This is an optimization exercise on Yosys and OpenROAD, whose aim is small area, not a production implementation. Function was checked by simulation only, so behaviour that the tests miss may differ from the original. Power and IR drop assume default switching activity.

S:
==> flow/design.v (excerpt) <==
module mix_core (
    input  wire        clk,
    input  wire        rst,
    output wire        mem_req,
    output wire        mem_we,
    output wire [11:0] mem_addr,
    output wire [30:0] mem_wdata,
    input  wire        mem_ack,
    input  wire [30:0] mem_rdata,
    output wire        halted,
    output wire [2:0]  fault_kind,
    output wire [13:0] fault_operand,
    output reg  [11:0] pc,
    output reg         ov,
    output wire [30:0] rA,
    output wire [30:0] rX,
    output wire [12:0] rI1,
    output wire [12:0] rI2,
    output wire [12:0] rI3,
    output wire [12:0] rI4,
    output wire [12:0] rI5,
    output wire [12:0] rI6
);
For scale: ~630 cells after synthesis, roughly 250 I/O pins, ~0.0086 sq mm of cells after synthesis.
clock: 10.0 ns
lec_check: 0
abc_area: 1
cap_margin: 5
core_margin: 2
core_utilization: 55
place_density: 0.7
slew_margin: 5
standard.sh (not shown) runs the stock make flow with config.mk's settings and CLKGATE_MAP_FILE= SYNTH_SCRIPT=/design/flow/synth_recipe.tcl, a recipe that flattens the netlist after the stock synthesis.
==> flow/flow/run.sh <==
#!/bin/bash
# Standard layout, with three changes: the combinational logic of the
# standard synthesis re-mapped by ABC with an area script (registers kept
# as the standard synthesis made them; eight seeds, the smallest kept), the
# smallest buffer on the ports, and a clock tree of small buffers.
set -euo pipefail
export BUFFER_PORTS_ARGS="-buffer_cell sky130_fd_sc_hd__buf_1"
export CTS_ARGS="-sink_clustering_enable -repair_clock_nets -dont_use_dummy_load -buf_list sky130_fd_sc_hd__clkbuf_4 -root_buf sky130_fd_sc_hd__clkbuf_8 -sink_clustering_buffer sky130_fd_sc_hd__clkbuf_4 -sink_clustering_size 9 -sink_clustering_max_diameter 45"
YOSYS=${YOSYS_EXE:-$(command -v yosys || echo "$FLOW_HOME/../tools/install/yosys/bin/yosys")}
R=orfs/results/$FLOW_PLATFORM/mix_core/base

bash standard.sh synth > standard_synth.log 2>&1
cp "$R/1_2_yosys.v" standard.v
cp "$FLOW_HOME/platforms/$FLOW_PLATFORM/lib/sky130_fd_sc_hd__tt_025C_1v80.lib" lib.lib
for s in 0 1 2 3 4 5 6 7; do
  sed "s/SEED/$s/" flow/remap.abc > remap_$s.abc
  sed "s#flow/remap.abc#remap_$s.abc#; s#remapped.v#remapped_$s.v#" flow/remap.ys > remap_$s.ys
  "$YOSYS" -s remap_$s.ys > remap_$s.log 2>&1 &
done
wait
# a re-mapped netlist much smaller than the standard one would mean lost logic
std=$(grep "Chip area" orfs/reports/$FLOW_PLATFORM/mix_core/base/synth_stat.txt | tail -1 | awk '{print $NF}')
best=""; besta=""
for s in 0 1 2 3 4 5 6 7; do
  a=$( (grep "Chip area" remap_$s.log || true) | tail -1 | awk '{print $NF}')
  echo "seed $s area $a" >> remap_pick.log
  if [[ -n "$a" ]] && awk "BEGIN{exit !($a > 0.8 * $std)}" && { [[ -z "$besta" ]] || awk "BEGIN{exit !($a < $besta)}"; }; then best=$s; besta=$a; fi
done
echo "picked seed $best area $besta" >> remap_pick.log
rm -f lib.lib
[[ -n "$best" ]] || { echo "no usable re-mapped netlist" >> remap_pick.log; exit 1; }
cp remapped_$best.v "$R/1_2_yosys.v"
bash standard.sh finish > standard_finish.log 2>&1
Other scripts of this flow, unchanged in this note and not shown: flow/flow/remap.abc, flow/flow/remap.ys
Changes in R relative to S:
--- a/flow/flow/run.sh
+++ b/flow/flow/run.sh
@@ -13,10 +13,13 @@
 cp "$R/1_2_yosys.v" standard.v
 cp "$FLOW_HOME/platforms/$FLOW_PLATFORM/lib/sky130_fd_sc_hd__tt_025C_1v80.lib" lib.lib
-for s in 0 1 2 3 4 5 6 7; do
-  sed "s/SEED/$s/" flow/remap.abc > remap_$s.abc
-  sed "s#flow/remap.abc#remap_$s.abc#; s#remapped.v#remapped_$s.v#" flow/remap.ys > remap_$s.ys
-  "$YOSYS" -s remap_$s.ys > remap_$s.log 2>&1 &
+# two batches of four, so that each run gets a CPU of its own
+for batch in "0 1 2 3" "4 5 6 7"; do
+  for s in $batch; do
+    sed "s/SEED/$s/" flow/remap.abc > remap_$s.abc
+    sed "s#flow/remap.abc#remap_$s.abc#; s#remapped.v#remapped_$s.v#" flow/remap.ys > remap_$s.ys
+    "$YOSYS" -s remap_$s.ys > remap_$s.log 2>&1 &
+  done
+  wait
 done
-wait
 # a re-mapped netlist much smaller than the standard one would mean lost logic
 std=$(grep "Chip area" orfs/reports/$FLOW_PLATFORM/mix_core/base/synth_stat.txt | tail -1 | awk '{print $NF}')
### Flow results
Worst hold slack: R vs S up 6.1 ps. Changes observed in R relative to S: count of clock-buffer cells in the layout moved up; count of mapped cells out of synthesis climbed 6; sequential share of layout area ~0 delta.

========
== the previous run ==
Another version of the RTL of mix_core (not shown whole).
Size in the first run: ~630 cells after synthesis, roughly 250 I/O pins, ~0.0087 mm2 of cells after synthesis.
clock: 10.0 ns
lec_check: 0
abc_area: 1
cap_margin: 20
core_margin: 2
core_utilization: 55
place_density: 0.7
slew_margin: 20
==> flow/flow/run.sh <==
#!/bin/bash
# Standard layout, with three changes: the combinational logic of the
# standard synthesis re-mapped by ABC with an area script (registers kept
# as the standard synthesis made them), the smallest buffer on the ports,
# and a clock tree of small buffers.
set -euo pipefail
export BUFFER_PORTS_ARGS="-buffer_cell sky130_fd_sc_hd__buf_1"
export CTS_ARGS="-sink_clustering_enable -repair_clock_nets -dont_use_dummy_load -buf_list sky130_fd_sc_hd__clkbuf_2 -root_buf sky130_fd_sc_hd__clkbuf_8 -sink_clustering_buffer sky130_fd_sc_hd__clkbuf_2 -sink_clustering_size 12"
YOSYS=${YOSYS_EXE:-$(command -v yosys || echo "$FLOW_HOME/../tools/install/yosys/bin/yosys")}
R=orfs/results/$FLOW_PLATFORM/mix_core/base

bash standard.sh synth > standard_synth.log 2>&1
cp "$R/1_2_yosys.v" standard.v
cp "$FLOW_HOME/platforms/$FLOW_PLATFORM/lib/sky130_fd_sc_hd__tt_025C_1v80.lib" lib.lib
"$YOSYS" -s flow/remap.ys > remap.log 2>&1
rm -f lib.lib
cp remapped.v "$R/1_2_yosys.v"
bash standard.sh finish > standard_finish.log 2>&1
Other scripts of this flow, unchanged in this note and not shown: flow/flow/remap.abc, flow/flow/remap.ys
### the previous run -> the current run
-- flow/flow/run.sh --
<<< the previous run, line 6
set -euo pipefail
export BUFFER_PORTS_ARGS="-buffer_cell sky130_fd_sc_hd__buf_1"
export CTS_ARGS="-sink_clustering_enable -repair_clock_nets -dont_use_dummy_load -buf_list sky130_fd_sc_hd__clkbuf_2 -root_buf sky130_fd_sc_hd__clkbuf_8 -sink_clustering_buffer sky130_fd_sc_hd__clkbuf_2 -sink_clustering_size 12"
YOSYS=${YOSYS_EXE:-$(command -v yosys || echo "$FLOW_HOME/../tools/install/yosys/bin/yosys")}
R=orfs/results/$FLOW_PLATFORM/mix_core/base
>>> the current run, line 6
set -euo pipefail
export BUFFER_PORTS_ARGS="-buffer_cell sky130_fd_sc_hd__buf_1"
export CTS_ARGS="-sink_clustering_enable -repair_clock_nets -dont_use_dummy_load -buf_list sky130_fd_sc_hd__clkbuf_4 -root_buf sky130_fd_sc_hd__clkbuf_8 -sink_clustering_buffer sky130_fd_sc_hd__clkbuf_4 -sink_clustering_size 9 -sink_clustering_max_diameter 45"
YOSYS=${YOSYS_EXE:-$(command -v yosys || echo "$FLOW_HOME/../tools/install/yosys/bin/yosys")}
R=orfs/results/$FLOW_PLATFORM/mix_core/base
### Flow results
The current run: full flow OK, the timing, DRC and antenna checks passed
Summary: with the previous run as the reference, final cell count in the current run moved down by a few percent.
The previous run -> the current run: routed via count divided by cell count increased slightly
Relative to the previous run, share of the core filled with cells decreased by 0.49 points in the current run.
Comparing the previous run with the current run, the number of clock sinks came out essentially unchanged.
Diff the previous run -> the current run: proportion of cell area spent on the clock network decreased 0.67 points, proportion of power drawn by the clock network decreased 1.7 points, clock input transition at the sequential cells of the worst setup and hold paths essentially unchanged, worst hold margin decreased 5.4 ps.
The previous run → the current run: wire length on met3 now sits lower; setup slack now sits lower.

[static timing again, ports no longer ideal]
The results above use ideal ports. As a check the final layouts listed here were re-extracted and re-timed, cells and wires unchanged. Step 1, drivers: a clkbuf_16 drives clk and a buf_2 each remaining input, both assumed. Step 2 also shifts input and output timing later by t, the mid clock arrival at the registers, as if the neighbouring blocks saw the same clock. a / b / c = ideal ports / drivers / drivers and shift; a / b = the first two.
run	shift t [ns]	slack for setup (ns)	worst data-port slew with drivers (ns)	cell pins on the clock port's net
S	0.547	5.365 / 5.384 / 4.837	0.04	1
R	0.551	5.508 / 5.469 / 5.458	0.05	1
the previous run	0.527	5.728 / 5.689 / 5.365	0.06	1
the current run	0.553	5.627 / 5.588 / 5.367	0.06	1
After both steps every run listed still meets setup and hold. The setup slack of S, which loses most, moves by +0.019 ns with the drivers and by -0.528 ns with both steps.
